This design comes from an exercise in tuning for small area and a short achievable clock period on the open sky130 flow, not from production work. The RTL was checked by simulation tests, not by an equivalence proof against the original design.

==> flow/design.v (outline; a module is shown in full before it is edited, if it fits) <==
// module fsk_cordic: 6560 lines
// module fsk_ptree: 762 lines
// module fsk_atree: 111 lines
// module fsk_loud: 422 lines
// module fsk_fa: 10 lines
// module fsk_ha: 9 lines
// module fsk_decode: 31 lines
// module fsk_disc: 147 lines
module fsk_disc (
    input  wire              clk,
    input  wire              rst,         
    input  wire              cancel,      
    input  wire              in_valid,    
    input  wire signed [7:0] in_i,
    input  wire signed [7:0] in_q,
    output reg  [1:0]        out_kind,    
    output reg               out_cause,   
    output reg  [31:0]       out_id,
    output reg  [2:0]        out_choice,
    output reg  [3:0]        out_nib
);
  // ...
==> flow/run.sh <==
#!/bin/bash
# synth_recipe.tcl (not shown) runs the flow's synth.tcl, then flattens the netlist and writes it again
# the make line also repeats each setting of config.mk as NAME=value (left out here)
make -C /OpenROAD-flow-scripts/flow DESIGN_CONFIG=/design/flow/config.mk WORK_HOME=/design/flow/orfs CLKGATE_MAP_FILE= SYNTH_SCRIPT=/design/flow/synth_recipe.tcl finish
==> flow/config.mk <==
export PLATFORM = sky130hd
export DESIGN_NAME = fsk_disc
export DESIGN_NICKNAME = fsk_disc
export VERILOG_FILES = /design/flow/design.v
export SDC_FILE = /design/flow/constraint.sdc
export NUM_CORES = 4
export LEC_CHECK = 0
export CAP_MARGIN = 20
export CORE_MARGIN = 2
export CORE_UTILIZATION = 40
export PLACE_DENSITY = 0.6
export SLEW_MARGIN = 20
==> flow/constraint.sdc <==
create_clock -name core_clock -period 70.0 [get_ports {clk}]
set_input_delay 14.0000 -clock core_clock [delete_from_list [all_inputs] [get_ports {clk}]]
set_output_delay 14.0000 -clock core_clock [all_outputs]
set_load 0.01 [all_outputs]
==> run notes, run 1 <==
* Largest register by flop count: sr
* Row cnt at 106
* Post-route worst setup slack at 16.74 ns
* Met1 Track Usage GR at 25.7%
* Total Negative Setup Slacks at 0 ns
* Buffering overhead at 2.53%
* Gr busiest metal: met2
* Met3 Usage GRT at 1.26%
* Final net count at 4,812
* Post-Layout Cell Count at 5,123
* Leading post-synthesis cells by cell area: fa_1 (24%), ha_1 (15%), xnor2_1 (8.2%)
* Metal2 WL at 39,700 microns
* Cell with the most instances after synthesis: inv_1
* Crit path capture: dmax[4]
* Inserted Diodes at 0
* Global route overflow at 0
* Clock Path Buffers at 2
* Synthesized instance count at 3,978
* Distinct cells, synth at 97
* Die height at 295 microns
* Synth top area share at 23.8%
* Largest net degree at the start of global routing at 55
* Synth Area in Compound Gates at 11.2%
* Max reg flops at 40
* Outcome: no timing/DRC/antenna violations
==> inputs of run 2 (changes only) <==
--- a/flow/config.mk
+++ b/flow/config.mk
@@ -5,6 +5,7 @@
 export SDC_FILE = /design/flow/constraint.sdc
 export NUM_CORES = 4
 export LEC_CHECK = 0
+export ABC_AREA = 1
 export CAP_MARGIN = 20
 export CORE_MARGIN = 2
 export CORE_UTILIZATION = 40
==> run 2 against run 1 <==
Against the previous run: first-iteration DRC count increased by 13%; global-route usage decreased by 0.11 points; critical path depth increased by 30; critical path type unchanged; register-to-register slack improved by 1.6 ns.
==> run notes, run 2 <==
* Antenna violations before repair at 0 (unchanged)
* Post-detail-place hpwl at 68,400 microns (was 65,800 microns)
* F_max at 0.0193 GHz (was 0.0188 GHz)
* Global route overflow at 0 (unchanged)
* Crit path largest cell delay at 0.69 ns (was 0.83 ns)
* Tcrit/Tclk final at 73.8% (was 76.1%)
* Die width at 299 microns (was 295 microns)
* Slowest cell on crit path: nand2_2 (was xor2_2)
* Initial core utilization at 40.2% (was 40.5%)
* Core area at 0.0865 sq mm (was 0.0837 sq mm)
* Area growth syn-to-layout at 6.75% (was 7.35%)
* Largest register by flop count: sr (unchanged)
* Syn_nets at 5,578 (was 4,814)
* Startpoint Class: input port (unchanged)
* Synth top area share at 23.2% (was 23.8%)
* CP endpoint kind: register (unchanged)
* Crit path max fanout at 38 (was 52)
* Commonest cells after routing, fill and taps aside: inv_1 (1,204), nand2_1 (938), ha_1 (413) (was inv_1 (718), ha_1 (413), fa_1 (402))
* Max Cap Viol at 0 (unchanged)
* Area leader, netlist: fa_1 (unchanged)
* Slew headroom at 28.6% (was 29.3%)
* EDFF count, synth at 57 (unchanged)
* Via density per instance at 4.77 (was 5.03)
* Layout cells sized above 1 at 4.12% (was 3.56%)
* Distinct cells, synth at 64 (was 97)
* Boundary pin count at 62 (unchanged)
* GRT Overall Usage at 19.1% (was 19.2%)
* Inserted Diodes at 0 (unchanged)
* Mapped cell area at 0.0348 sq mm (was 0.0339 sq mm)
* Final core occ at 42.9% (was 43.5%)
* First-pass GRT wire length at 141,000 microns (was 136,000 microns)
* Most common cell after layout, fill and taps aside: inv_1 (unchanged)
* Pre-CTS setup slack at 17.86 ns (was 16.56 ns)
* Largest net degree at the start of global routing at 66 (was 55)
* Row cnt at 108 (was 106)
* Synth warnings at 3 (unchanged)
* Final hold viol count at 0 (unchanged)
* Final min period at 51.69 ns (was 53.26 ns)
* #FFs+latches synth at 143 (unchanged)
* Gpl congestion at 0.868 (was 0.841)
* Top flop regs: sr x40, out_id x32, dmin x16 (unchanged)
* Leading post-synthesis cells by cell area: fa_1 (23%), ha_1 (15%), inv_1 (13%) (was fa_1 (24%), ha_1 (15%), xnor2_1 (8.2%))
* Root Buffer Master: clkbuf_16 (unchanged)
* CP dominant cell by count: nand2_1 (was fa_1)
* Total CTS buffers at 17 (unchanged)
* Vias in the first global route at 28.6k (was 26.3k)
* CP Class: input port to register (unchanged)
* Post-CTS Setup Inserts at 0 (unchanged)
* Register Area at 0.00343 sq mm (unchanged)
* Clock skew at 0.0147 ns (was 0.0111 ns)
* DRT iter0 DRCs at 1,423 (was 1,263)
* Worst-margin pin slew at 1.07 ns (was 1.06 ns)
* RSZ-0062 raised after global routing: no (unchanged)
* Mean post-synth cell area at 7.33 sq um (was 8.52 sq um)
* Worst-path clk slew at 0.07 ns (was 0.06 ns)
* First-pass DRT Iterations at 6 (unchanged)
* Arrival time worst endpoint at 52.01 ns (was 53.54 ns)
* Synth Flop Type: dfxtp_1 (unchanged)
* Fill count at 8,838 (was 8,376)
* PortBufs at 61 (unchanged)
* Die height at 299 microns (was 295 microns)
* Cell with the most instances after synthesis: inv_1 (unchanged)
* CTS Sinks at 143 (unchanged)
* Worst EP required at 70.32 ns (was 70.28 ns)
* Post_cts resized at 0 (unchanged)
* WL per Instance at 14.2 microns (was 15.7 microns)
* H-Tree Level Count at 4 (unchanged)
* Cell family with most CP delay: simple AND/OR/NAND/NOR gates (was compound AO/OA/AOI/OAI gates)
* Worst Path Buf+Inv at 29 (was 23)
* R2r setup slk at 31.75 ns (was 30.20 ns)
* Share of flip-flops with an asynchronous set or reset at 0% (unchanged)
* Total Negative Setup Slacks at 0 ns (unchanged)
* Synth top cells by count: inv_1 (1,204), nand2_1 (939), ha_1 (414) (was inv_1 (718), ha_1 (414), fa_1 (402))
* Setup-failing EPs final at 0 (unchanged)
* Synthesized instance count at 4,742 (was 3,978)
* Post-route worst setup slack at 18.31 ns (was 16.74 ns)
* Cts hold-fix bufs at 0 (unchanged)
* HP Class: register to register (unchanged)
* Outcome: no timing/DRC/antenna violations (unchanged)
* Detail Route Antenna Nets at 0 (unchanged)
* Die area at 0.0893 sq mm (was 0.0870 sq mm)
* Routed WL at 83,400 microns (was 80,500 microns)
* CTS tree: yes (unchanged)
* # DRC at 0 (unchanged)
* Slew Limit Fails at 0 (unchanged)
* Max reg flops at 40 (unchanged)
* Sequential fraction of the synthesis area at 9.88% (was 10.1%)
* Clock Path Buffers at 2 (unchanged)
* Clock Latency Late Sink at 0.43 ns (was 0.44 ns)
* Vias at 28.0k (was 25.8k)
* Area occupied by multi-input gates at 0.0262 sq mm (was 0.0273 sq mm)
* Final net count at 5,551 (was 4,812)
run 2: cell types whose count changed after synthesis, moves of 58 or more:
cell,before,now
xnor2_1,319,155
nand2b_1,58,0
xor2_1,136,242
and2_1,189,1
nand2_1,301,939
nand3_1,39,146
inv_1,718,1204
run 2: path summary, 6_finish.rpt:
kind,to,from,cells past startpoint
worst min-delay path,sub[1],sub[1],2
worst max-delay path,out_choice[0],in_i[2],199
worst min register to register,sub[1],sub[1],2
worst max register to register,out_choice[0],pu[5],195
run 2: worst reg2reg max path: cells and delay by family (launching register included):
| kind | cells | cell delay (ns) |
|---|---|---|
| and+or+nand+nor | 87 | 11.63 |
| AOI/OAI and AO/OA | 50 | 10.29 |
| adders and majority gates | 24 | 9.33 |
| buffers and inverters | 25 | 3.73 |
| xor gates and xnor gates | 9 | 2.21 |
| DFF | 1 | 0.93 |
run 2: final cells by class:
cell class / count / share of cell area [%]
multi-input cells: 3245 / 70.7
inverters: 1216 / 12.3
flip-flops and latches: 143 / 9.25
well taps: 1155 / 3.89
repair buffers: 92 / 2.25
clock buffers: 18 / 1.21
clock inverters: 14 / 0.432
run 2: per-stage QoR:
| step | std cells | hold WS, ns | area, sq um |
|---|---|---|---|
| after floorplan | 4742 | 0.453 | 34800 |
| after CTS | 5883 | 0.490 | 37100 |
| after global routing | 5883 | 0.502 | 37100 |
| final | 5883 | 0.485 | 37100 |
| after detailed placement | 5851 | 0.479 | 36500 |
| after global placement | 5851 | 0.480 | 36500 |
run 2: logic make-up after synthesis:
| logic type | count (synthesis) | synth area share, % |
|---|---|---|
| buffers and inverters | 1354 | 14.7 |
| and+or+nand+nor | 1502 | 18.4 |
| adders and majority gates | 816 | 38.1 |
| AOI/OAI and AO/OA | 524 | 8.71 |
| xor gates and xnor gates | 402 | 10.2 |
| DFF | 143 | 9.88 |
| muxes | 1 | 0.0288 |
run 2: layer usage:
metal,wire (microns),part of all wire (%),GRT usage [%],vias up
met1,38500,46,25.4,13300
met4,1040,1.2,3.20,0
met3,2220,2.7,0.778,69
met5,0,0,0,-
met2,41600,50,34.6,413
li1,-,-,-,14300
==> inputs of run 3 (changes only) <==
==> flow/config.mk (replaced) <==
export PLATFORM = sky130hd
export DESIGN_NAME = fsk_disc
export DESIGN_NICKNAME = fsk_disc
export VERILOG_FILES = /design/flow/design.v
export SDC_FILE = /design/flow/constraint.sdc
export NUM_CORES = 4
export LEC_CHECK = 0
export CAP_MARGIN = 20
export CORE_MARGIN = 2
export CORE_UTILIZATION = 60
export PLACE_DENSITY = 0.75
export SLEW_MARGIN = 20
==> run 3 against run 2 <==
Against the previous run: worst setup slack lost 2.5 ns; global-route usage up 7.8 points; synthesized area decreased by 2.5%; routed wire length down 8.2%; highest routed layer unchanged.
==> run notes, run 3 <==
* # DRC at 0 (unchanged)
* Gpl congestion at 0.907 (was 0.868)
* Area post-placement at 0.0352 sq mm (was 0.0365 sq mm)
* Syn_nets at 4,814 (was 5,578)
* Layout cells sized above 1 at 3.32% (was 4.12%)
* DRT iter0 DRCs at 1,371 (was 1,423)
* Post-detail-place hpwl at 62,300 microns (was 68,400 microns)
* Post-route worst setup slack at 15.84 ns (was 18.31 ns)
* Mapped cell area at 0.0339 sq mm (was 0.0348 sq mm)
* Cell with the most instances after synthesis: inv_1 (unchanged)
* Hold WS at 0.479 ns (was 0.485 ns)
* Max Cap Viol at 0 (unchanged)
* Area leader, netlist: fa_1 (unchanged)
* Final net count at 4,802 (was 5,551)
* Share of flip-flops with an asynchronous set or reset at 0% (unchanged)
* Total CTS buffers at 17 (unchanged)
* Final hold viol count at 0 (unchanged)
* Via density per instance at 5.49 (was 4.77)
* Sequential fraction of the synthesis area at 10.1% (was 9.88%)
* Post-route cell area at 0.0358 sq mm (was 0.0371 sq mm)
* Synth top cells by count: inv_1 (718), ha_1 (414), fa_1 (402) (was inv_1 (1,204), nand2_1 (939), ha_1 (414))
* Largest net degree at the start of global routing at 55 (was 66)
* Leading post-synthesis cells by cell area: fa_1 (24%), ha_1 (15%), xnor2_1 (8.2%) (was fa_1 (23%), ha_1 (15%), inv_1 (13%))
* H-Tree Level Count at 4 (unchanged)
* Mean post-synth cell area at 8.52 sq um (was 7.33 sq um)
* Slew Limit Fails at 0 (unchanged)
* Clock skew at 0.0170 ns (was 0.0147 ns)
* #FFs+latches synth at 143 (unchanged)
* Clock Latency Late Sink at 0.43 ns (about the same)
* WL met3 at 2850 microns (was 2220 microns)
* Area growth syn-to-layout at 5.54% (was 6.75%)
* Detail Route Antenna Nets at 0 (unchanged)
* RSZ-0062 raised after global routing: no (unchanged)
* Global route overflow at 0 (unchanged)
* Vias at 26.0k (was 28.0k)
* Antenna violations before repair at 0 (unchanged)
* F_max at 0.0185 GHz (was 0.0193 GHz)
* Post-CTS Setup Inserts at 0 (unchanged)
* Final core occ at 63.8% (was 42.9%)
* Synth warnings at 3 (unchanged)
* Synthesized instance count at 3,978 (was 4,742)
* GRT Overall Usage at 26.9% (was 19.1%)
* Max reg flops at 40 (unchanged)
* Crit path max fanout at 52 (was 38)
* Top flop regs: sr x40, out_id x32, dmin x16 (unchanged)
* EDFF count, synth at 57 (unchanged)
* Cts hold-fix bufs at 0 (unchanged)
* First-pass GRT wire length at 130,000 microns (was 141,000 microns)
* Root Buffer Master: clkbuf_16 (unchanged)
* Startpoint Class: input port (unchanged)
* CTS tree: yes (unchanged)
* Synth Flop Type: dfxtp_1 (unchanged)
* Distinct cells, synth at 97 (was 64)
* PortBufs at 61 (unchanged)
* Total Negative Setup Slacks at 0 ns (unchanged)
* Core area at 0.0561 sq mm (was 0.0865 sq mm)
* Slew headroom at 29.0% (was 28.6%)
* CP endpoint kind: register (unchanged)
* Die area at 0.0584 sq mm (was 0.0893 sq mm)
* Arrival time worst endpoint at 54.46 ns (was 52.01 ns)
* Crit path largest cell delay at 0.94 ns (was 0.69 ns)
* Most common cell after layout, fill and taps aside: inv_1 (unchanged)
* Worst-margin pin slew at 1.04 ns (was 1.07 ns)
* First-pass DRT Iterations at 6 (unchanged)
* Die height at 242 microns (was 299 microns)
* Worst EP required at 70.30 ns (was 70.32 ns)
* Synth top area share at 23.8% (was 23.2%)
* Initial core utilization at 60.4% (was 40.2%)
* Clock Path Buffers at 2 (unchanged)
* Post_cts resized at 0 (unchanged)
* Commonest cells after routing, fill and taps aside: inv_1 (718), ha_1 (413), fa_1 (402) (was inv_1 (1,204), nand2_1 (938), ha_1 (413))
* Inst Count DP at 4,702 (was 5,851)
* Boundary pin count at 62 (unchanged)
* CP Class: input port to register (unchanged)
* Tcrit/Tclk final at 77.4% (was 73.8%)
* Die width at 242 microns (was 299 microns)
* Vias in the first global route at 26.6k (was 28.6k)
* Pre-CTS setup slack at 15.70 ns (was 17.86 ns)
* HP Class: register to register (unchanged)
* Metal2 WL at 37,500 microns (was 41,600 microns)
* Outcome: no timing/DRC/antenna violations (unchanged)
* Post-Layout Cell Count at 4,735 (was 5,883)
* Setup-failing EPs final at 0 (unchanged)
* Worst-path clk slew at 0.06 ns (was 0.07 ns)
* WL per Instance at 16.2 microns (was 14.2 microns)
* Final min period at 54.16 ns (was 51.69 ns)
* Routed WL at 76,500 microns (was 83,400 microns)
* Top sig layer: met4 (unchanged)
* Largest register by flop count: sr (unchanged)
* CTS Sinks at 143 (unchanged)
* Met1 WL at 34,500 microns (was 38,500 microns)
* Inserted Diodes at 0 (unchanged)
* Row cnt at 87 (was 108)
* CP dominant cell by count: xnor2_1 (was nand2_1)
* Slowest cell on crit path: clkdlybuf4s50_1 (was nand2_2)
## run 3: changes by cell type in the layout (fill, tap and decap cells not counted), moves of 37 or more
cell / previous run / this run
nand2_1: 938 / 301
xor2_1: 242 / 134
mux2i_1: 1 / 56
and3_1: 3 / 40
nand3_1: 146 / 39
nand2b_1: 0 / 58
inv_1: 1204 / 718
xnor2_1: 155 / 317
o21ai_0: 174 / 119
and2_1: 1 / 188
## run 3: final timing paths
path | start | to | cells after the start | slack, ns
worst max-delay path | in_i[1] | dmin[1] | 166 | 15.84
worst min-delay path | sub[1] | sub[1] | 2 | 0.48
worst min register to register | sub[1] | sub[1] | 2 | 0.48
worst max register to register | pv_hi[8] | dmin[1] | 165 | 29.83
## run 3: cells by family (layout without fill, tap and decap cells)
family          count (synthesis)  in the layout  synth area share [%]
xor+xnor                      467            467                  12.5
buf+inv                       847            848                  9.44
flops                         143            143                  10.1
mux                            73             73                  2.29
fa+ha+maj                     816            816                  39.0
compound gates                576            576                  11.2
simple gates                 1056           1056                  15.4
## run 3: critical path, delay by kind of cell
family,cells,cell delay [ns]
muxes,1,0.27
AOI/OAI and AO/OA,56,11.48
adders and majority gates,23,8.54
xor gates and xnor gates,30,8.58
and+or+nand+nor,34,6.53
buffers and inverters,22,5.00
## run 3: final cells by class
class	instances	area, sq um
multi-input cells	2988	27300
repair buffers	92	838
clock inverters	13	101
inverters	724	2720
well taps	756	946
fillers	4796	20300
flip-flops and latches	143	3430
clock buffers	19	433
## run 3: layer usage
| metal | global-route usage, % | vias to the layer above |
|---|---|---|
| met5 | 0 | - |
| met4 | 7.01 | 0 |
| met3 | 2.20 | 109 |
| met2 | 46.9 | 543 |
| met1 | 35.9 | 12600 |
| li1 | - | 12700 |

## separate check: timing with driven ports
How much do the figures lean on ideal ports? The routed layouts below were timed once more, with nothing changed but the port constraints.
Step 1: set_driving_cell puts a clkbuf_16 on clk and a buf_2 on each other input, an assumption about the parent block.
Step 2, shift: input delay + t, output delay - t, t = (earliest + latest rising clock arrival at the registers) / 2. This alone moves slack from input paths to output paths.
Slacks: ideal ports / drivers / drivers and shift; pairs: ideal ports / drivers.
| run | t, ns | setup slack, ns | worst setup path at the end | worst slew at a driven data input, ns | pins driven straight from the clock port |
|---|---|---|---|---|---|
| run 1 | 0.483 | 16.740 / 16.767 / 16.283 | input to register | 0.04 | 1 |
| run 2 | 0.461 | 18.313 / 18.324 / 17.863 | input to register | 0.04 | 1 |
| run 3 | 0.472 | 15.839 / 15.865 / 15.393 | input to register | 0.04 | 1 |
After both steps setup and hold are still met in every run listed. For run 1, which loses most, drivers alone change the setup slack by +0.027 ns; drivers and shift together by -0.457 ns.
